What follows belongs to an exercise in optimizing a design on an open flow for small area; a production flow would make more cautious choices.
In this exercise RTL edits were held to simulation tests only and were not proved equivalent to the original.
Power is estimated from default activity; no workload was simulated.

## design/flow/design.v

```verilog
module frame_parser (
    input  wire        clk,
    input  wire        rst,               
    input  wire        cmd_valid,
    input  wire [7:0]  cmd_op,            
    input  wire [31:0] cmd_now,           
    input  wire [7:0]  cmd_byte,          
    output wire        rsp_valid,
    output wire [7:0]  rsp_status,        
    output wire        rsp_begin,         
    output wire        rsp_data_valid,    
    output wire [7:0]  rsp_data,          
    output wire [23:0] rsp_type,          
    output wire [15:0] rsp_plen,          
    output wire [15:0] rsp_crc,           
    output wire [31:0] rsp_time,          
    output wire [31:0] rsp_attempted,     
    output wire [31:0] rsp_valid_frames,  
    output wire [31:0] rsp_cs_errors,     
    output wire [31:0] rsp_malformed,     
    output wire [31:0] rsp_timeouts       
);
    localparam [7:0]  START_MARKER = 8'h02;
    localparam [7:0]  END_MARKER   = 8'h03;
    localparam [7:0]  ESC_MARKER   = 8'h1B;
    localparam [15:0] CRC_POLY     = 16'h1021;
    localparam [31:0] TIMEOUT_MS   = 32'd5000;
    localparam [3:0] P_IDLE = 4'd15;
    reg [3:0]  pos;
    reg        esc;
    reg [11:0] dig;           
    reg [11:0] cnt;           
    reg [9:0]  pay_len;       
    reg [23:0] typ;
    reg [31:0] start;
    reg [15:0] crc;
    reg        cs_ok;         
    reg [31:0] attempted, valid_frames, cs_errors, malformed, timeouts;
    function [15:0] crc_byte(input [15:0] r_in, input [7:0] b);
        reg [15:0] r;
        integer i;
        begin
            r = r_in ^ {b, 8'h00};
            for (i = 0; i < 8; i = i + 1)
                r = r[15] ? ((r << 1) ^ CRC_POLY) : (r << 1);
            crc_byte = r;
        end
    endfunction
    function [7:0] hex_digit(input [3:0] x);
        hex_digit = (x <= 4'd9) ? (8'h30 + {4'd0, x}) : (8'h41 + {4'd0, x} - 8'd10);
    endfunction
    function [3:0] bcd_inc(input [3:0] d);
        bcd_inc = (d == 4'd9) ? 4'd0 : d + 4'd1;
    endfunction
    wire is_feed  = cmd_op == 8'h06;
    wire is_tick  = cmd_op == 8'h07;
    wire is_stats = cmd_op == 8'h08;
    wire is_reset = cmd_op == 8'h09;
    wire is_legal = is_feed | is_tick | is_stats | is_reset;
    wire feed = cmd_valid & is_feed;
    wire clr  = rst | (cmd_valid & is_reset);
    wire        idle      = pos == P_IDLE;
    wire [31:0] elapsed   = cmd_now - start;
    wire        timed_out = cmd_valid & (is_feed | is_tick) & ~idle & (elapsed > TIMEOUT_MS);
    wire [3:0]  cur       = timed_out ? P_IDLE : pos;
    wire c_idle = cur == P_IDLE;
    wire c_len  = cur[3:2] == 2'b00;
    wire c_type = cur[3:2] == 2'b01;
    wire c_pay  = cur == 4'd8;
    wire c_cs   = cur[3] & ~c_pay & ~c_idle;
    wire last   = cur[1:0] == 2'b11;       
    wire cs_first = cur == 4'd9;
    wire cs_last  = cur == 4'd12;
    wire b_start = cmd_byte == START_MARKER;
    wire b_end   = cmd_byte == END_MARKER;
    wire b_esc   = cmd_byte == ESC_MARKER;
    wire b_digit = cmd_byte >= 8'h30 && cmd_byte <= 8'h39;
    wire b_colon = cmd_byte == 8'h3A;
    reg [3:0] nib;
    always @(*) begin
        case (cur[1:0])
            2'b01:   nib = crc[15:12];
            2'b10:   nib = crc[11:8];
            2'b11:   nib = crc[7:4];
            default: nib = crc[3:0];
        endcase
    end
    wire cs_match = cmd_byte == hex_digit(nib);
    wire pay_end   = c_pay & ~esc & b_end;           
    wire pay_byte  = c_pay & ~pay_end;               
    wire over      = cnt == 12'h999;                 
    wire len_ok    = cnt == dig;
    wire ev_begin     = c_idle & b_start;
    wire ev_malformed = (c_len & ~last & ~b_digit) | ((c_len | c_type) & last & ~b_colon) |
                        (pay_byte & over) | (pay_end & ~len_ok);
    wire cs_good      = cs_match & (cs_first | cs_ok);
    wire ev_frame     = c_cs & cs_last & cs_good;
    wire ev_mismatch  = c_cs & cs_last & ~cs_good;
    wire data_out     = pay_byte & ~over & (esc | ~b_esc);
    wire advance = ev_begin | ((c_len | c_type) & ~ev_malformed) |
                   (pay_end & len_ok) | (c_cs & ~cs_last);
    wire hold    = (c_idle & ~b_start) | (pay_byte & ~over);
    assign rsp_valid        = cmd_valid;
    assign rsp_status       = is_legal ? {7'd0, is_feed & ev_frame} : 8'hFF;
    assign rsp_begin        = is_feed & ev_begin;
    assign rsp_data_valid   = is_feed & data_out;
    assign rsp_data         = {cmd_byte[7:6], cmd_byte[5] ^ esc, cmd_byte[4:0]};
    assign rsp_type         = typ;
    assign rsp_plen         = {6'd0, pay_len};
    assign rsp_crc          = crc;
    assign rsp_time         = cmd_now;
    assign rsp_attempted    = attempted;
    assign rsp_valid_frames = valid_frames;
    assign rsp_cs_errors    = cs_errors;
    assign rsp_malformed    = malformed;
    assign rsp_timeouts     = timeouts;
    always @(posedge clk) begin
        if (clr) begin
            pos <= P_IDLE;
        end else if (cmd_valid) begin
            if (is_feed)
                pos <= advance ? cur + 4'd1 : hold ? cur : P_IDLE;
            else if (timed_out)
                pos <= P_IDLE;
        end
    end
    always @(posedge clk) begin
        if (clr) begin
            attempted    <= 32'd0;
            valid_frames <= 32'd0;
            cs_errors    <= 32'd0;
            malformed    <= 32'd0;
            timeouts     <= 32'd0;
        end else if (cmd_valid) begin
            if (timed_out)              timeouts     <= timeouts + 32'd1;
            if (is_feed & ev_begin)     attempted    <= attempted + 32'd1;
            if (is_feed & ev_malformed) malformed    <= malformed + 32'd1;
            if (is_feed & ev_mismatch)  cs_errors    <= cs_errors + 32'd1;
            if (is_feed & ev_frame)     valid_frames <= valid_frames + 32'd1;
        end
    end
    always @(posedge clk) begin
        if (c_idle) start <= cmd_now;
        if (feed) begin
            esc <= pay_byte & ~esc & b_esc;
            if (c_idle)
                crc <= 16'hFFFF;
            else if (~c_cs & ~pay_end)
                crc <= crc_byte(crc, cmd_byte);
            if (c_len & ~last)
                dig <= {dig[7:0], cmd_byte[3:0]};
            if (c_type & ~last)
                typ <= {typ[15:0], cmd_byte};
            if (~c_pay)
                cnt <= 12'h004;
            else if (pay_byte)
                cnt <= {(cnt[7:0] == 8'h99) ? bcd_inc(cnt[11:8]) : cnt[11:8],
                        (cnt[3:0] == 4'h9)  ? bcd_inc(cnt[7:4])  : cnt[7:4],
                        bcd_inc(cnt[3:0])};
            if (c_idle)
                pay_len <= 10'd0;
            else if (data_out)
                pay_len <= pay_len + 10'd1;
            if (c_cs)
                cs_ok <= cs_good;
        end
    end
endmodule
```

## design/flow/run.sh

```bash
#!/bin/bash
# synth_recipe.tcl (not shown) runs the flow's synth.tcl, then flattens the netlist and writes it again
# the make line also repeats each setting of config.mk as NAME=value (left out here)
make -C /OpenROAD-flow-scripts/flow DESIGN_CONFIG=/design/flow/config.mk WORK_HOME=/design/flow/orfs CLKGATE_MAP_FILE= SYNTH_SCRIPT=/design/flow/synth_recipe.tcl finish
```

## design/flow/config.mk

```make
export PLATFORM = sky130hd
export DESIGN_NAME = frame_parser
export DESIGN_NICKNAME = frame_parser
export VERILOG_FILES = /design/flow/design.v
export SDC_FILE = /design/flow/constraint.sdc
export NUM_CORES = 4
export LEC_CHECK = 0
export CAP_MARGIN = 20
export CORE_MARGIN = 2
export CORE_UTILIZATION = 40
export PLACE_DENSITY = 0.6
export SLEW_MARGIN = 20
```

## design/flow/constraint.sdc

```tcl
create_clock -name core_clock -period 10.0 [get_ports {clk}]
set_input_delay 2.0000 -clock core_clock [delete_from_list [all_inputs] [get_ports {clk}]]
set_output_delay 2.0000 -clock core_clock [all_outputs]
set_load 0.01 [all_outputs]
```

==> load_flow_metrics.sql, run 1 <==
INSERT INTO impl_metrics (metric_group, metric, value, unit) VALUES
('logic_synthesis', 'post_synthesis_sequential_element_count', '272', ''),
('route', 'route.detailed.wl_per_inst', '17.3', 'um'),
('floorplanning', 'die-width', '198', 'um'),
('critical_path', 'worst_setup_path_start_kind', 'input pin', ''),
('place', 'place.gp.congestion', '0.875', ''),
('logic_synthesis', 'synth_seq_area_share', '43.2', '%'),
('sta', 'worst_hold_slack', '0.446', 'ns'),
('layout', 'stdcell_count', '2614', ''),
('sta', 'fin_skew', '0.0110', 'ns'),
('grt', 'grt_use_total', '22.4', '%'),
('sta', 'transition_time_at_the_pin_with_the_least_slew_margin', '0.987', 'ns'),
('clock_network', 'clk_pin_slew', '0.06', 'ns'),
('critical_path', 'rrSetupSlack', '2.46', 'ns'),
('grt', 'initial_antenna_violation_count', '0', ''),
('critical_path', 'regToRegStartpoint', 'start[0]', ''),
('critical_path', 'worst-path-max-fanout', '3', ''),
('clock_network', 'clk_tree_root_cell', 'sky130_fd_sc_hd__clkbuf_16', ''),
('floorplanning', 'dieArea', '39400', 'um^2'),
('floorplanning', 'core_area', '37400', 'um^2'),
('sta', 'maxSlewViolCount', '0', ''),
('power_and_ir_drop', 'report.power.total', '0.00264', 'W'),
('clock_network', 'clk_path_buf_depth', '3', ''),
('sta', 'timing.final.hold_violations', '0', ''),
('logic_synthesis', 'syn-cell-area', '15100', 'um^2'),
('power_and_ir_drop', 'power.share.clock', '43.5', '%'),
('sta', 'rsz0062_at_grt', 'yes', ''),
('logic_synthesis', 'synth_flop_cell', 'sky130_fd_sc_hd__dfxtp_1', ''),
('layout', 'fin_nets', '2180', ''),
('hold_path', 'whs_path_depth', '0', ''),
('critical_path', 'cp_num_buf_inv', '10', ''),
('critical_path', 'worstReg2RegEnd', 'valid_frames[19]', ''),
('hold_path', 'whs_endpoint', 'typ[11]', ''),
('outcome', 'outcome', 'timing/DRC/antenna clean', ''),
('power_and_ir_drop', 'share_seq_of_total_power', '43.8', '%'),
('logic_synthesis', 'async_flop_share', '0', '%'),
('clock_network', 'clk_latency', '0.58', 'ns'),
('place', 'hpwl', '33100', 'um'),
('critical_path', 'worstRegToRegCells', '38', ''),
('logic_synthesis', 'synth-edff-count', '108', ''),
('grt', 'grt_max_degree', '90', ''),
('power_and_ir_drop', 'cell_internal_pwr', '0.00199', 'W'),
('critical_path', 'timing_worst_setup_path_type', 'input pin to primary output', ''),
('critical_path', 'worst_path_max_delay_cell', 'sky130_fd_sc_hd__or4_4', ''),
('logic_synthesis', 'postSynthCellCount', '1694', ''),
('logic_synthesis', 'netlist-cell-type-count', '80', ''),
('logic_synthesis', 'synth-warning-count', '1', ''),
('clock_network', 'numCtsBuffers', '31', ''),
('layout', 'final_design_area_no_fill', '21000', 'um^2'),
('critical_path', 'path_common_cell', 'sky130_fd_sc_hd__buf_4', ''),
('clock_network', 'tritoncts_num_sinks', '272', ''),
('flow_run', 'maxCapViolCount', '0', ''),
('power_and_ir_drop', 'swShare', '24.4', '%'),
('route', 'drtIter0Drc', '756', ''),
('sta', 'timing.final.setup_violations', '0', ''),
('place', 'numPortBuffers', '311', ''),
('critical_path', 'crit_path_leading_delay_family', 'compound AO/OA/AOI/OAI gates', ''),
('place', 'post-place-cells', '2546', ''),
('place', 'placedInstanceArea', '19400', 'um^2'),
('sta', 'final.setup.worst_slack', '0.0974', 'ns'),
('grt', 'grt_remaining_overflow', '0', ''),
('layout', 'area_delta_synth_final', '39.1', '%'),
('floorplanning', 'fp-row-count', '71', ''),
('clock_network', 'h-tree-depth', '1', ''),
('layout', 'fillers', '3340', ''),
('grt', 'grt_pass1_vias', '13300', ''),
('layout', 'final_layout_size_suffix_gt1_share', '15.0', '%'),
('route', 'viasPerCell', '5.37', ''),
('logic_synthesis', 'avg_inst_size_synth', '8.92', 'um^2'),
('critical_path', 'max_incr_delay_on_cp', '0.52', 'ns'),
('critical_path', 'worst_ep_arrival_time', '7.90', 'ns'),
('route', 'drt_drc_violations_left', '0', '');
==> worst max path at each step <==
stage / cells past startpoint / start / endpoint / slack (ns)
3_3_place_gp: 33 / cmd_now[0] / rsp_status[0] / -1.00
4_1_cts: 30 / cmd_now[11] / rsp_status[0] / 0.002
6_report: 33 / cmd_now[14] / rsp_status[0] / 0.1
2_1_floorplan: 32 / cmd_now[0] / rsp_status[0] / 0.03
5_1_grt: 31 / cmd_now[1] / rsp_status[0] / -0.23
3_5_place_dp: 33 / cmd_now[0] / rsp_status[0] / -1.11
==> kinds of logic after synthesis <==
group / share of synthesized area, %
mux: 0.406
buf+inv: 6.48
xor+xnor: 8.34
fa+ha+maj: 4.10
other cells: 0.0248
flops: 43.2
compound gates: 15.2
simple gates: 22.3
==> worst reg2reg max path, delay by kind of cell, from the launching register on <==
family / cells / cell delay (ns)
AND/OR/NAND/NOR: 10 / 2.54
AO/OA/AOI/OAI: 11 / 2.14
buffers and inverters: 12 / 1.42
adder cells (fa/ha/maj): 4 / 0.88
flip-flops: 1 / 0.39
XOR/XNOR: 1 / 0.06
==> cell usage after synthesis, drive strengths merged (6+ instances only) <==
cell type / n / area share, %
buf: 67 / 3.2
o21a: 10 / 0.50
xor2: 85 / 4.9
or2: 6 / 0.25
a211oi: 17 / 0.88
a21oi: 133 / 4.5
a21o: 11 / 0.55
and4: 11 / 0.65
xnor2: 59 / 3.4
nand4b: 6 / 0.35
nor4: 11 / 0.50
dfxtp: 164 / 22
and3: 44 / 1.8
a221o: 6 / 0.40
o31ai: 40 / 2.0
edfxtp: 108 / 21
o21ai: 78 / 2.6
ha: 48 / 4.0
nand2: 153 / 3.8
clkbuf: 60 / 1.5
o211ai: 10 / 0.53
nand3: 63 / 2.1
or3: 46 / 1.9
nand2b: 7 / 0.29
inv: 72 / 1.8
nor2: 164 / 4.1
nor2b: 8 / 0.33
nor3: 27 / 0.93
and2: 19 / 0.79
nand4: 47 / 2.0
or4: 34 / 1.7
==> layout by cell type (no fill, tap or decap), types with 6 or more instances in the layout <==
cell type / Yosys / layout
sky130_fd_sc_hd__ha_1: 48 / 24
sky130_fd_sc_hd__nand4_1: 46 / 46
sky130_fd_sc_hd__o21a_1: 10 / 10
sky130_fd_sc_hd__clkbuf_16: 0 / 33
sky130_fd_sc_hd__conb_1: 1 / 6
sky130_fd_sc_hd__nand2_1: 153 / 152
sky130_fd_sc_hd__nor4_1: 10 / 6
sky130_fd_sc_hd__a211oi_2: 1 / 9
sky130_fd_sc_hd__and3_1: 43 / 42
sky130_fd_sc_hd__dlygate4sd2_1: 0 / 15
sky130_fd_sc_hd__nor3_1: 26 / 23
sky130_fd_sc_hd__nand4b_1: 6 / 6
sky130_fd_sc_hd__inv_1: 72 / 69
sky130_fd_sc_hd__o21ai_1: 4 / 9
sky130_fd_sc_hd__a21o_1: 11 / 11
sky130_fd_sc_hd__a211oi_1: 16 / 7
sky130_fd_sc_hd__clkdlybuf4s50_1: 0 / 292
sky130_fd_sc_hd__buf_4: 53 / 163
sky130_fd_sc_hd__clkbuf_1: 60 / 7
sky130_fd_sc_hd__o31ai_1: 40 / 37
sky130_fd_sc_hd__nor2_1: 164 / 162
sky130_fd_sc_hd__nand2b_1: 7 / 7
sky130_fd_sc_hd__edfxtp_1: 108 / 108
sky130_fd_sc_hd__ha_4: 0 / 20
sky130_fd_sc_hd__o211ai_1: 9 / 9
sky130_fd_sc_hd__and2_1: 19 / 18
sky130_fd_sc_hd__o21ai_0: 74 / 65
sky130_fd_sc_hd__clkbuf_8: 0 / 6
sky130_fd_sc_hd__and4_1: 10 / 10
sky130_fd_sc_hd__a21oi_2: 3 / 12
sky130_fd_sc_hd__xor2_1: 85 / 85
sky130_fd_sc_hd__or3_1: 46 / 46
sky130_fd_sc_hd__or4_1: 33 / 32
sky130_fd_sc_hd__xnor2_1: 59 / 59
sky130_fd_sc_hd__a221o_1: 6 / 6
sky130_fd_sc_hd__nand3_1: 63 / 62
sky130_fd_sc_hd__dfxtp_1: 164 / 164
sky130_fd_sc_hd__a21oi_1: 130 / 119
==> state kept, by name (all words and copies together) (netlist names) <==
name,count
attempted,32
cnt,12
crc,16
cs_errors,32
cs_ok,1
dig,12
esc,1
malformed,32
pay_len,10
pos,4
start,32
timeouts,32
typ,24
valid_frames,32
==> stage by stage <==
step / util [%] / setup TNS, ns
after floorplan: - / 0
after global placement: 51.9 / -1.00
after detailed placement: 51.9 / -1.11
after CTS: 55.8 / 0
after global routing: 56.2 / -0.227
final: 56.2 / 0
==> per-layer routing <==
layer,up-vias,GRT usage (%),share of wire [%]
met5,-,0,0
met4,0,5.83,2.3
met3,71,6.56,8.5
met2,373,35.3,44
met1,6754,30.2,45
li1,6845,-,-
==> power by group through the flow <==
stage | clock network [W] | logic [W] | registers, W
global route | 0.00122 | 0.000362 | 0.00116
detailed placement | 0 | 0.000296 | 0.00118
floorplan | 0 | 0.000161 | 0.00118
finish | 0.00115 | 0.000333 | 0.00116
global placement | 0 | 0.000296 | 0.00118
CTS | 0.00118 | 0.000322 | 0.00116
==> area by class of cell <==
| cell class | count | area, um^2 | share of cell area [%] |
|---|---|---|---|
| inverters | 72 | 270 | 1.29 |
| clock inverters | 7 | 81.3 | 0.387 |
| multi-input cells | 1228 | 8220 | 39.1 |
| flip-flops and latches | 272 | 6530 | 31.0 |
| clock buffers | 49 | 952 | 4.53 |
| repair buffers | 475 | 4340 | 20.6 |
| well taps | 511 | 639 | 3.04 |
==> what timing repair did <==
| action | CTS | global route |
|---|---|---|
| hold buffers | 0 | 0 |
| buffers inserted | 9 | 3 |
| resized for setup | 93 | 29 |
| pin swaps | 42 | 14 |
| setup endpoints to repair | 1 | 1 |
| gates cloned | 0 | 0 |
==> inputs of run 2 (changes only) <==
--- a/design/flow/design.v
+++ b/design/flow/design.v
@@ -52,6 +52,39 @@
     function [3:0] bcd_inc(input [3:0] d);
         bcd_inc = (d == 4'd9) ? 4'd0 : d + 4'd1;
     endfunction
+    function [31:0] inc32(input [31:0] q, input ci);
+        reg c;
+        integer i;
+        begin
+            c = ci;
+            for (i = 0; i < 32; i = i + 1) begin
+                inc32[i] = q[i] ^ c;
+                c = c & q[i];
+            end
+        end
+    endfunction
+    function [9:0] inc10(input [9:0] q, input ci);
+        reg c;
+        integer i;
+        begin
+            c = ci;
+            for (i = 0; i < 10; i = i + 1) begin
+                inc10[i] = q[i] ^ c;
+                c = c & q[i];
+            end
+        end
+    endfunction
+    function [31:0] sub32(input [31:0] a, input [31:0] b);
+        reg bw;
+        integer i;
+        begin
+            bw = 1'b0;
+            for (i = 0; i < 32; i = i + 1) begin
+                sub32[i] = a[i] ^ b[i] ^ bw;
+                bw = (~a[i] & b[i]) | (~(a[i] ^ b[i]) & bw);
+            end
+        end
+    endfunction
     wire is_feed  = cmd_op == 8'h06;
     wire is_tick  = cmd_op == 8'h07;
     wire is_stats = cmd_op == 8'h08;
@@ -60,8 +93,8 @@
     wire feed = cmd_valid & is_feed;
     wire clr  = rst | (cmd_valid & is_reset);
     wire        idle      = pos == P_IDLE;
-    wire [31:0] elapsed   = cmd_now - start;
-    wire        timed_out = cmd_valid & (is_feed | is_tick) & ~idle & (elapsed > TIMEOUT_MS);
+    wire [31:0] elapsed   = sub32(cmd_now, start);
+    wire        timed_out = cmd_valid & (is_feed | is_tick) & ~idle & ((|elapsed[31:13]) | (elapsed[12:0] > TIMEOUT_MS[12:0]));
     wire [3:0]  cur       = timed_out ? P_IDLE : pos;
     wire c_idle = cur == P_IDLE;
     wire c_len  = cur[3:2] == 2'b00;
@@ -131,12 +164,12 @@
             cs_errors    <= 32'd0;
             malformed    <= 32'd0;
             timeouts     <= 32'd0;
-        end else if (cmd_valid) begin
-            if (timed_out)              timeouts     <= timeouts + 32'd1;
-            if (is_feed & ev_begin)     attempted    <= attempted + 32'd1;
-            if (is_feed & ev_malformed) malformed    <= malformed + 32'd1;
-            if (is_feed & ev_mismatch)  cs_errors    <= cs_errors + 32'd1;
-            if (is_feed & ev_frame)     valid_frames <= valid_frames + 32'd1;
+        end else begin
+            timeouts     <= inc32(timeouts,     timed_out);
+            attempted    <= inc32(attempted,    feed & ev_begin);
+            malformed    <= inc32(malformed,    feed & ev_malformed);
+            cs_errors    <= inc32(cs_errors,    feed & ev_mismatch);
+            valid_frames <= inc32(valid_frames, feed & ev_frame);
         end
     end
     always @(posedge clk) begin
@@ -157,10 +190,7 @@
                 cnt <= {(cnt[7:0] == 8'h99) ? bcd_inc(cnt[11:8]) : cnt[11:8],
                         (cnt[3:0] == 4'h9)  ? bcd_inc(cnt[7:4])  : cnt[7:4],
                         bcd_inc(cnt[3:0])};
-            if (c_idle)
-                pay_len <= 10'd0;
-            else if (data_out)
-                pay_len <= pay_len + 10'd1;
+            pay_len <= c_idle ? 10'd0 : inc10(pay_len, data_out);
             if (c_cs)
                 cs_ok <= cs_good;
         end
==> run 2 against run 1 <==
Compared with the run above:
- the layout now fails its checks (negative setup slack)
- non-clock buffer count is 67 lower
- worst setup slack worse by 8.8 ns
- global-route usage is 4.7 points lower
- register-to-register slack got worse by 10 ns
- sequential power about the same
- via count decreased by 39%
- clock power rose by 4%
- clock skew is 0.0037 ns higher
- cell count is 30% lower
- first-iteration DRC count fell by 51%
- critical endpoint is now cs_errors[31]
- largest cell class unchanged
==> load_flow_metrics.sql, run 2 <==
INSERT INTO impl_metrics (metric_group, metric, value, unit) VALUES
('grt', 'met3_usage', '3.73', '%'),
('floorplanning', 'fp-row-count', '65', ''),
('route', 'dr.pass1.iters', '4', ''),
('layout', 'final_layout_size_suffix_gt1_share', '29.1', '%'),
('layout', 'n_antenna_cell', '0', ''),
('power_and_ir_drop', 'swShare', '21.2', '%'),
('sta', 'rsz0062_at_grt', 'yes', ''),
('floorplanning', 'num_io_pins', '318', ''),
('sta', 'timing.final.setup_violations', '304', ''),
('floorplanning', 'initial_core_utilization', '40.5', '%'),
('logic_synthesis', 'postSynthCellCount', '1036', ''),
('logic_synthesis', 'avg_inst_size_synth', '12.3', 'um^2'),
('sta', 'maxSlewViolCount', '0', ''),
('layout', 'fin_nets', '1663', ''),
('grt', 'use_met1', '21.5', '%'),
('grt', 'grt_util_met2', '31.5', '%'),
('floorplanning', 'die-width', '183', 'um'),
('logic_synthesis', 'post_synthesis_simple_gate_area_fraction', '13.8', '%'),
('hold_path', 'whs_path_depth', '0', ''),
('sta', 'worst_hold_slack', '0.449', 'ns'),
('power_and_ir_drop', 'leakagePower', '7.67', 'nW'),
('sta', 'max_freq', '0.0533', 'GHz'),
('power_and_ir_drop', 'power.ir.vdd_worst', '0.155', 'mV'),
('hold_path', 'whs_endpoint', 'typ[9]', ''),
('hold_path', 'worst_hold_startpoint', 'typ[1]', ''),
('logic_synthesis', 'largest_family_of_logic_cells_by_synthesized_area', 'adder cells', ''),
('grt', 'grt_pass1_vias', '8775', ''),
('logic_synthesis', 'area_fraction_in_compound_gates_after_synthesis', '4.61', '%'),
('logic_synthesis', 'muxShareOfSynthArea', '0.166', '%'),
('logic_synthesis', 'netlist-cell-type-count', '62', ''),
('power_and_ir_drop', 'cell_internal_pwr', '0.00198', 'W'),
('grt', 'initial_antenna_violation_count', '0', ''),
('logic_synthesis', 'synth-xor-area-share', '3.36', '%'),
('critical_path', 'worst_setup_path_start_kind', 'input pin', ''),
('logic_synthesis', 'post_synthesis_sequential_element_count', '272', ''),
('logic_synthesis', 'post_synth_fa_ha_maj_area_fraction', '21.7', '%'),
('logic_synthesis', 'synth_flop_cell', 'sky130_fd_sc_hd__dfxtp_1', ''),
('flow_run', 'maxCapViolCount', '0', ''),
('route', 'vias', '8571', ''),
('critical_path', 'worst-path-max-fanout', '4', ''),
('critical_path', 'critical_path_depth_in_cells', '85', ''),
('clock_network', 'clk_path_buf_depth', '3', ''),
('critical_path', 'timing_worst_setup_path_type', 'input pin to flop', ''),
('place', 'numPortBuffers', '311', ''),
('floorplanning', 'dieArea', '33400', 'um^2'),
('clock_network', 'clk_latency', '0.57', 'ns'),
('clock_network', 'tritoncts_clock_tree', 'built', ''),
('logic_synthesis', 'synth_top_area_share', '25.7', '%'),
('floorplanning', 'core_area', '31600', 'um^2'),
('sta', 'finalWorstPathRequiredPeriod', '18.75', 'ns'),
('hold_path', 'hp-class', 'flop to flop', ''),
('power_and_ir_drop', 'p_switching', '0.000533', 'W'),
('critical_path', 'worst_path_max_delay_cell', 'sky130_fd_sc_hd__fa_2', ''),
('sta', 'fin_skew', '0.0147', 'ns'),
('sta', 'transition_time_at_the_pin_with_the_least_slew_margin', '0.888', 'ns'),
('outcome', 'outcome', 'finished with violations', ''),
('logic_synthesis', 'top_post_synthesis_cells_by_count', '174 x sky130_fd_sc_hd__ha_1, 168 x sky130_fd_sc_hd__and2_1, 164 x sky130_fd_sc_hd__dfxtp_1', ''),
('critical_path', 'max_incr_delay_on_cp', '0.52', 'ns'),
('route', 'route.final.wire_length', '29900', 'um'),
('power_and_ir_drop', 'power.share.clock', '47.9', '%'),
('grt', 'grt_remaining_overflow', '0', ''),
('route', 'route.detailed.wl_per_inst', '16.3', 'um'),
('layout', 'area_delta_synth_final', '54.8', '%'),
('grt', 'grt_max_degree', '98', ''),
('logic_synthesis', 'synth_largest_area_cell', 'sky130_fd_sc_hd__dfxtp_1', ''),
('sta', 'final.setup.worst_slack', '-8.75', 'ns'),
('logic_synthesis', 'synth-edff-count', '108', ''),
('clock_network', 'tritoncts_num_sinks', '272', ''),
('power_and_ir_drop', 'power.density', '127', 'nW/um^2'),
('critical_path', 'rrSetupSlack', '-7.65', 'ns'),
('power_and_ir_drop', 'power.share.combinational', '6.1', '%'),
('route', 'viasPerCell', '4.67', ''),
('route', 'drtIter0Drc', '368', ''),
('logic_synthesis', 'async_flop_share', '0', '%'),
('sta', 'timing.final.hold_violations', '0', ''),
('clock_network', 'h-tree-depth', '1', ''),
('critical_path', 'worstRegToRegCells', '83', ''),
('logic_synthesis', 'synth-warning-count', '1', ''),
('critical_path', 'path_common_cell', 'sky130_fd_sc_hd__ha_4', ''),
('route', 'final_antenna_net_count', '0', ''),
('critical_path', 'crit_path_end_kind', 'flop', ''),
('layout', 'final_common_cell', 'sky130_fd_sc_hd__clkdlybuf4s50_1', ''),
('sta', 'fin_tns_setup', '-1306.50', 'ns'),
('critical_path', 'worst_ep_arrival_time', '19.20', 'ns'),
('logic_synthesis', 'syn-cell-area', '12800', 'um^2'),
('critical_path', 'worstReg2RegEnd', 'cs_errors[31]', ''),
('place', 'place.gp.congestion', '0.814', ''),
('grt', 'globalRoute.busiestLayer', 'met2', ''),
('outcome', 'checkFailReasons', 'negative setup slack', ''),
('clock_network', 'clk_pin_slew', '0.06', 'ns'),
('floorplanning', 'fp.dieH', '183', 'um'),
('sta', 'timing.slew.headroom', '40.8', '%'),
('sta', 'layout_worst_path_cycle_share', '187', '%'),
('grt', 'grt_use_total', '17.7', '%'),
('clock_network', 'numCtsBuffers', '31', ''),
('power_and_ir_drop', 'share_seq_of_total_power', '46.0', '%'),
('logic_synthesis', 'synth_seq_area_share', '51.0', '%'),
('grt', 'wire_length_of_the_first_global_routing_pass', '47200', 'um'),
('critical_path', 'crit_path_leading_delay_family', 'adder cells', ''),
('clock_network', 'clk_tree_root_cell', 'sky130_fd_sc_hd__clkbuf_16', ''),
('logic_synthesis', 'post-synth-top-count-cell', 'sky130_fd_sc_hd__ha_1', ''),
('critical_path', 'regToRegStartpoint', 'start[0]', ''),
('place', 'hpwl', '22700', 'um'),
('critical_path', 'critical_path_required', '10.45', 'ns'),
('route', 'drt_drc_violations_left', '0', ''),
('logic_synthesis', 'synth.top_cells.by_area', 'sky130_fd_sc_hd__dfxtp_1 26%, sky130_fd_sc_hd__edfxtp_1 25%, sky130_fd_sc_hd__ha_1 17%', ''),
('critical_path', 'cp_num_buf_inv', '9', ''),
('layout', 'final_cell_mix', '305 x sky130_fd_sc_hd__clkdlybuf4s50_1, 164 x sky130_fd_sc_hd__dfxtp_1, 123 x sky130_fd_sc_hd__ha_4, 117 x sky130_fd_sc_hd__and2_1, 108 x sky130_fd_sc_hd__edfxtp_1', '');
run 2: power by group through the flow:
stage	Clock, W	Combinational (W)	Sequential, W
detailed placement	0	0.000153	0.00118
global route	0.00128	0.000171	0.00116
CTS	0.00124	0.000157	0.00116
finish	0.00120	0.000155	0.00116
floorplan	0	0.0000829	0.00118
global placement	0	0.000151	0.00118
run 2: logic make-up (layout without fill, tap and decap cells):
| family | Yosys count | in the layout |
|---|---|---|
| and+or+nand+nor | 309 | 309 |
| DFF | 272 | 272 |
| adders and majority gates | 204 | 204 |
| buffers and inverters | 127 | 519 |
| AOI/OAI and AO/OA | 72 | 72 |
| xor gates and xnor gates | 49 | 49 |
| muxes | 2 | 2 |
| other | 1 | 6 |
run 2: layer usage:
| layer | up-vias | wire length, um |
|---|---|---|
| li1 | 4252 | - |
| met1 | 4051 | 12500 |
| met2 | 223 | 14900 |
| met3 | 45 | 1670 |
| met4 | 0 | 873 |
| met5 | - | 0 |
run 2: worst max-delay path by stage:
stage / startpoint / slack, ns / end
finish: cmd_now[0] / -8.75 / cs_errors[31]
global route: cmd_now[0] / -9.32 / cs_errors[31]
CTS: cmd_now[0] / -8.84 / cs_errors[31]
detailed placement: cmd_now[0] / -10.06 / cs_errors[31]
global placement: cmd_now[0] / -9.92 / cs_errors[31]
floorplan: cmd_now[0] / -9.05 / cs_errors[31]
run 2: what timing repair did:
item | in CTS | in global routing
endpoints found under the setup margin | 304 | 304
pin swaps | 12 | 12
cloned | 0 | 0
buffers inserted | 10 | 3
gates resized for setup | 90 | 87
hold buffers | 0 | 0
run 2: through the flow:
stage | cell area (um^2) | setup slack (ns) | utilization (%) | power (W) | std cells
floorplan | 14100 | -9.05 | - | 0.00126 | 1041
global placement | 17900 | -9.92 | 56.7 | 0.00133 | 1767
detailed placement | 17900 | -10.06 | 56.7 | 0.00133 | 1767
CTS | 19500 | -8.84 | 61.7 | 0.00256 | 1834
global route | 19800 | -9.32 | 62.7 | 0.00261 | 1835
finish | 19800 | -8.75 | 62.7 | 0.00252 | 1835
run 2: layout make-up:
class	instances	area (um^2)
fillers	2474	11800
well taps	402	503
inverters	53	211
repair buffers	408	3900
multi-input cells	642	7530
flip-flops and latches	272	6530
clock inverters	7	103
clock buffers	51	1020
run 2: worst register-to-register path: cells and delay by family, from the launching register on:
kind / cells / cell delay, ns
buffers and inverters: 7 / 0.58
adders and majority gates: 63 / 14.23
xor gates and xnor gates: 1 / 0.11
AOI/OAI and AO/OA: 5 / 0.99
and+or+nand+nor: 7 / 1.17
DFF: 1 / 0.41
==> inputs of run 3 (changes only) <==
--- a/design/flow/design.v
+++ b/design/flow/design.v
@@ -53,13 +53,17 @@
         bcd_inc = (d == 4'd9) ? 4'd0 : d + 4'd1;
     endfunction
     function [31:0] inc32(input [31:0] q, input ci);
-        reg c;
-        integer i;
+        reg cb, c;
+        integer b, i;
         begin
-            c = ci;
-            for (i = 0; i < 32; i = i + 1) begin
-                inc32[i] = q[i] ^ c;
-                c = c & q[i];
+            cb = ci;
+            for (b = 0; b < 4; b = b + 1) begin
+                c = cb;
+                for (i = 0; i < 8; i = i + 1) begin
+                    inc32[8*b+i] = q[8*b+i] ^ c;
+                    c = c & q[8*b+i];
+                end
+                cb = cb & (&q[8*b +: 8]);
             end
         end
     endfunction
@@ -68,20 +72,14 @@
         integer i;
         begin
             c = ci;
-            for (i = 0; i < 10; i = i + 1) begin
+            for (i = 0; i < 5; i = i + 1) begin
                 inc10[i] = q[i] ^ c;
                 c = c & q[i];
             end
-        end
-    endfunction
-    function [31:0] sub32(input [31:0] a, input [31:0] b);
-        reg bw;
-        integer i;
-        begin
-            bw = 1'b0;
-            for (i = 0; i < 32; i = i + 1) begin
-                sub32[i] = a[i] ^ b[i] ^ bw;
-                bw = (~a[i] & b[i]) | (~(a[i] ^ b[i]) & bw);
+            c = ci & (&q[4:0]);
+            for (i = 5; i < 10; i = i + 1) begin
+                inc10[i] = q[i] ^ c;
+                c = c & q[i];
             end
         end
     endfunction
@@ -93,8 +91,19 @@
     wire feed = cmd_valid & is_feed;
     wire clr  = rst | (cmd_valid & is_reset);
     wire        idle      = pos == P_IDLE;
-    wire [31:0] elapsed   = sub32(cmd_now, start);
-    wire        timed_out = cmd_valid & (is_feed | is_tick) & ~idle & ((|elapsed[31:13]) | (elapsed[12:0] > TIMEOUT_MS[12:0]));
+    wire [13:0] d_lo    = {1'b0, cmd_now[12:0]} - {1'b0, start[12:0]};
+    wire        lo_bw   = d_lo[13];
+    wire [18:0] t_hi    = cmd_now[31:13] ^ start[31:13];
+    wire        hi_eq   = ~|t_hi;                  
+    wire [17:0] inc_ok;                            
+    genvar gi;
+    generate for (gi = 0; gi < 18; gi = gi + 1) begin : g_inc
+        assign inc_ok[gi] = t_hi[gi+1] == (start[13+gi] & t_hi[gi]);
+    end endgenerate
+    wire        hi_inc  = t_hi[0] & (&inc_ok);
+    wire        hi_zero = lo_bw ? hi_inc : hi_eq;
+    wire        late    = ~hi_zero | (d_lo[12:0] > TIMEOUT_MS[12:0]);
+    wire        timed_out = cmd_valid & (is_feed | is_tick) & ~idle & late;
     wire [3:0]  cur       = timed_out ? P_IDLE : pos;
     wire c_idle = cur == P_IDLE;
     wire c_len  = cur[3:2] == 2'b00;
==> design/flow/flow/run.sh (new file) <==
#!/bin/bash
# The standard layout, with the port buffers made of the smallest buffer
# cell instead of the one buffer_ports picks by default.
set -euo pipefail
export BUFFER_PORTS_ARGS="-buffer_cell sky130_fd_sc_hd__buf_1"
bash standard.sh > standard_flow.log 2>&1
==> design/flow/standard.sh (new file) <==
#!/bin/bash
# synth_recipe.tcl (not shown) runs the flow's synth.tcl, then flattens the netlist and writes it again
# the make line also repeats each setting of config.mk as NAME=value (left out here)
make -C /OpenROAD-flow-scripts/flow DESIGN_CONFIG=/design/flow/config.mk WORK_HOME=/design/flow/orfs CLKGATE_MAP_FILE= SYNTH_SCRIPT=/design/flow/synth_recipe.tcl "${@:-finish}"
removed: design/flow/run.sh
==> run 3 against run 2 <==
Compared with the run above:
- the run now finishes clean
- critical path depth shrank 56
- non-clock buffer count shrank 86
- first-iteration DRC count grew 0.27%
- clock-buffer cell count shrank 8
- worst hold slack lost 0.0041 ns
- routed wire length grew 5.8%
- maximum frequency grew 96%
- synthesized area grew 5.9%
- design area shrank 19%
- clock skew shrank 0.0031 ns
- via count grew 13%
- critical path type is now input pin to primary output
- largest cell class is now sequential cells
==> load_flow_metrics.sql, run 3 <==
INSERT INTO impl_metrics (metric_group, metric, value, unit) VALUES
('route', 'route.final.wire_length', '31700', 'um'),
('route', 'route.detailed.wl_per_inst', '16.1', 'um'),
('logic_synthesis', 'synth-edff-count', '108', ''),
('critical_path', 'worstRegToRegCells', '35', ''),
('clock_network', 'cts_setup_buffers', '0', ''),
('logic_synthesis', 'synth-warning-count', '1', ''),
('layout', 'fin_util', '47.8', '%'),
('layout', 'area_delta_synth_final', '18.0', '%'),
('critical_path', 'critical_path_required', '8.00', 'ns'),
('logic_synthesis', 'netlist-cell-type-count', '71', ''),
('floorplanning', 'initial_core_utilization', '40.5', '%'),
('critical_path', 'worst_ep_arrival_time', '7.54', 'ns'),
('critical_path', 'timing_worst_setup_path_type', 'input pin to primary output', ''),
('route', 'vias', '9696', ''),
('sta', 'finalWorstPathRequiredPeriod', '9.54', 'ns'),
('grt', 'grt_remaining_overflow', '0', ''),
('logic_synthesis', 'post-synth-top-count-cell', 'sky130_fd_sc_hd__ha_1', ''),
('logic_synthesis', 'synth.top_cells.by_area', 'sky130_fd_sc_hd__dfxtp_1 24%, sky130_fd_sc_hd__edfxtp_1 24%, sky130_fd_sc_hd__ha_1 18%', ''),
('floorplanning', 'fp.dieH', '188', 'um'),
('clock_network', 'clk_tree_root_cell', 'sky130_fd_sc_hd__clkbuf_16', ''),
('sta', 'timing.final.hold_violations', '0', ''),
('clock_network', 'postCtsResizedCells', '0', ''),
('hold_path', 'whs_endpoint', 'typ[14]', ''),
('power_and_ir_drop', 'power.share.clock', '47.0', '%'),
('logic_synthesis', 'syn-cell-area', '13500', 'um^2'),
('critical_path', 'worst_path_max_delay_cell', 'sky130_fd_sc_hd__a221o_1', ''),
('clock_network', 'clk_pin_slew', '0.06', 'ns'),
('clock_network', 'tritoncts_num_sinks', '272', ''),
('logic_synthesis', 'top_post_synthesis_cells_by_count', '190 x sky130_fd_sc_hd__ha_1, 164 x sky130_fd_sc_hd__dfxtp_1, 147 x sky130_fd_sc_hd__and2_1', ''),
('clock_network', 'clk_latency', '0.58', 'ns'),
('place', 'hpwl', '23900', 'um'),
('power_and_ir_drop', 'report.power.total', '0.00252', 'W'),
('floorplanning', 'dieArea', '35300', 'um^2'),
('logic_synthesis', 'synth_largest_area_cell', 'sky130_fd_sc_hd__dfxtp_1', ''),
('layout', 'fin_nets', '1740', ''),
('route', 'drtIter0Drc', '369', ''),
('sta', 'layout_worst_path_cycle_share', '95.4', '%'),
('logic_synthesis', 'synth_flop_cell', 'sky130_fd_sc_hd__dfxtp_1', ''),
('grt', 'grt_use_total', '17.5', '%'),
('logic_synthesis', 'post_synthesis_sequential_element_count', '272', ''),
('grt', 'grt_max_degree', '100', ''),
('layout', 'final_common_cell', 'sky130_fd_sc_hd__buf_1', ''),
('floorplanning', 'fp-row-count', '67', ''),
('sta', 'max_freq', '0.105', 'GHz'),
('critical_path', 'max_incr_delay_on_cp', '0.42', 'ns'),
('logic_synthesis', 'avg_inst_size_synth', '11.1', 'um^2'),
('floorplanning', 'die-width', '188', 'um'),
('sta', 'timing.final.setup_violations', '0', ''),
('route', 'dr.pass1.iters', '7', ''),
('route', 'viasPerCell', '4.92', ''),
('clock_network', 'clk_path_buf_depth', '3', ''),
('critical_path', 'rrSetupSlack', '2.83', 'ns'),
('grt', 'grt_pass1_vias', '9391', ''),
('logic_synthesis', 'synth_seq_area_share', '48.2', '%'),
('logic_synthesis', 'synth_top_area_share', '24.3', '%'),
('grt', 'wire_length_of_the_first_global_routing_pass', '49900', 'um'),
('hold_path', 'worst_hold_startpoint', 'typ[6]', ''),
('sta', 'fin_skew', '0.0117', 'ns'),
('route', 'final_antenna_net_count', '0', ''),
('critical_path', 'crit_path_end_kind', 'primary output', ''),
('layout', 'final_layout_size_suffix_gt1_share', '5.52', '%'),
('flow_run', 'maxCapViolCount', '0', ''),
('sta', 'timing.slew.headroom', '38.7', '%'),
('clock_network', 'numCtsBuffers', '31', ''),
('critical_path', 'regToRegStartpoint', 'start[0]', ''),
('power_and_ir_drop', 'share_seq_of_total_power', '46.2', '%'),
('power_and_ir_drop', 'cell_internal_pwr', '0.00195', 'W'),
('sta', 'transition_time_at_the_pin_with_the_least_slew_margin', '0.917', 'ns'),
('route', 'drt_drc_violations_left', '0', ''),
('clock_network', 'cts.hold.buffers_added', '0', ''),
('critical_path', 'worst-path-max-fanout', '13', ''),
('critical_path', 'worst_setup_path_start_kind', 'input pin', ''),
('power_and_ir_drop', 'leakagePower', '6.98', 'nW'),
('power_and_ir_drop', 'power.density', '158', 'nW/um^2'),
('layout', 'final_cell_mix', '311 x sky130_fd_sc_hd__buf_1, 190 x sky130_fd_sc_hd__ha_1, 164 x sky130_fd_sc_hd__dfxtp_1, 147 x sky130_fd_sc_hd__and2_1, 108 x sky130_fd_sc_hd__edfxtp_1', ''),
('logic_synthesis', 'postSynthCellCount', '1221', ''),
('logic_synthesis', 'async_flop_share', '0', '%'),
('power_and_ir_drop', 'swShare', '22.8', '%'),
('grt', 'initial_antenna_violation_count', '0', ''),
('power_and_ir_drop', 'p_switching', '0.000574', 'W'),
('outcome', 'outcome', 'timing/DRC/antenna clean', ''),
('floorplanning', 'core_area', '33400', 'um^2'),
('clock_network', 'tritoncts_clock_tree', 'built', ''),
('hold_path', 'whs_path_depth', '0', ''),
('place', 'numPortBuffers', '311', ''),
('power_and_ir_drop', 'power.share.combinational', '6.8', '%'),
('sta', 'maxSlewViolCount', '0', ''),
('clock_network', 'h-tree-depth', '1', ''),
('floorplanning', 'num_io_pins', '318', ''),
('power_and_ir_drop', 'power.ir.vdd_worst', '0.133', 'mV'),
('layout', 'n_antenna_cell', '0', ''),
('place', 'place.gp.congestion', '0.898', ''),
('critical_path', 'worstReg2RegEnd', 'cs_errors[31]', ''),
('hold_path', 'hp-class', 'flop to flop', '');
## run 3: cell types whose count changed in the layout (fill, tap and decap cells not counted), moves of 18 or more
cell | previous run | this run
sky130_fd_sc_hd__fa_2 | 30 | 0
sky130_fd_sc_hd__nand2_1 | 35 | 53
sky130_fd_sc_hd__buf_1 | 0 | 311
sky130_fd_sc_hd__a21oi_1 | 7 | 26
sky130_fd_sc_hd__nand4_1 | 8 | 41
sky130_fd_sc_hd__xor2_1 | 11 | 40
sky130_fd_sc_hd__ha_1 | 46 | 190
sky130_fd_sc_hd__ha_4 | 123 | 0
sky130_fd_sc_hd__nor2_1 | 37 | 68
sky130_fd_sc_hd__and2_4 | 51 | 0
sky130_fd_sc_hd__clkdlybuf4s50_1 | 305 | 0
sky130_fd_sc_hd__buf_4 | 90 | 11
sky130_fd_sc_hd__and2_1 | 117 | 147
## run 3: power groups by stage
stage	logic [W]	clock network, W	registers [W]
6_report	0.000170	0.00118	0.00116
5_1_grt	0.000191	0.00125	0.00117
4_1_cts	0.000170	0.00121	0.00116
3_5_place_dp	0.000169	0	0.00119
3_3_place_gp	0.000167	0	0.00119
2_1_floorplan	0.000133	0	0.00119
## run 3: final cells by class
cell class / count / area [um^2]
Sequential cell: 272 / 6530
Fill cell: 3159 / 17500
Clock buffer: 43 / 891
Inverter: 60 / 230
Multi-Input combinational cell: 811 / 6330
Clock inverter: 13 / 186
Tap cell: 448 / 561
Timing Repair Buffer: 322 / 1250
## run 3: cells by family after synthesis
group / synth area share (%)
simple gates: 16.2
other cells: 0.0277
mux: 0.157
buf+inv: 5.53
xor+xnor: 5.63
flops: 48.2
compound gates: 6.55
fa+ha+maj: 17.7
## run 3: routing by layer
layer,share of wire (%),track usage (%)
met3,7.9,5.26
met5,0,0
met4,3.3,6.00
met2,45,28.4
met1,44,22.1
## run 3: worst max-delay path: cells and delay by family
family                   cells  cell delay, ns
AO/OA/AOI/OAI               16            3.43
adder cells (fa/ha/maj)      4            1.06
buffers and inverters        7            0.78
AND/OR/NAND/NOR              2            0.27
## run 3: stage by stage
step,setup TNS (ns),instance area (um^2),setup WS [ns],hold WS (ns),std cells
floorplan,0,13600,0.852,0.447,1226
global placement,0,14900,0.499,0.429,1913
detailed placement,0,14900,0.292,0.435,1913
CTS,0,15900,0.280,0.447,1969
global route,-0.0154,16000,-0.0154,0.466,1969
finish,0,16000,0.455,0.445,1969
## run 3: how the worst max path moves through the flow
stage | start | end | slack, ns | cells after the start
floorplan | cmd_now[0] | rsp_status[0] | 0.85 | 28
global placement | cmd_now[0] | rsp_status[0] | 0.50 | 29
detailed placement | cmd_now[0] | rsp_status[0] | 0.29 | 29
CTS | cmd_now[0] | rsp_status[0] | 0.28 | 29
global route | cmd_now[0] | rsp_status[0] | -0.02 | 29
finish | cmd_now[0] | rsp_status[0] | 0.46 | 29

separate check: timing with driven ports:
In the flow no input, the clock included, has a driving cell. The finished layouts below were timed again as built, in two steps.
Step 1: set_driving_cell puts a clkbuf_16 on clk and a buf_2 on each other input, an assumption about the parent block.
Step 2, shift: input delay + t, output delay - t, t = (earliest + latest rising clock arrival at the registers) / 2. This alone moves slack from input paths to output paths.
Slacks: ideal / step 1 / step 2; pairs: ideal / step 1.
| run | shift t [ns] | slack for setup (ns) | hold slack, ns | worst setup path after step 2 | worst slew at a driven data input, ns |
|---|---|---|---|---|---|
| run 1 | 0.633 | 0.097 / 0.073 / 0.073 | 0.446 / 0.446 / 0.446 | input to output | 0.07 |
| run 2 | 0.613 | -8.748 / -8.759 / -9.373 | 0.449 / 0.449 / 0.449 | input to register | 0.06 |
| run 3 | 0.619 | 0.455 / 0.434 / 0.434 | 0.445 / 0.445 / 0.445 | input to output | 0.06 |
The setup slack of run 2, which loses most, moves by -0.011 ns with the drivers and by -0.625 ns with both steps.
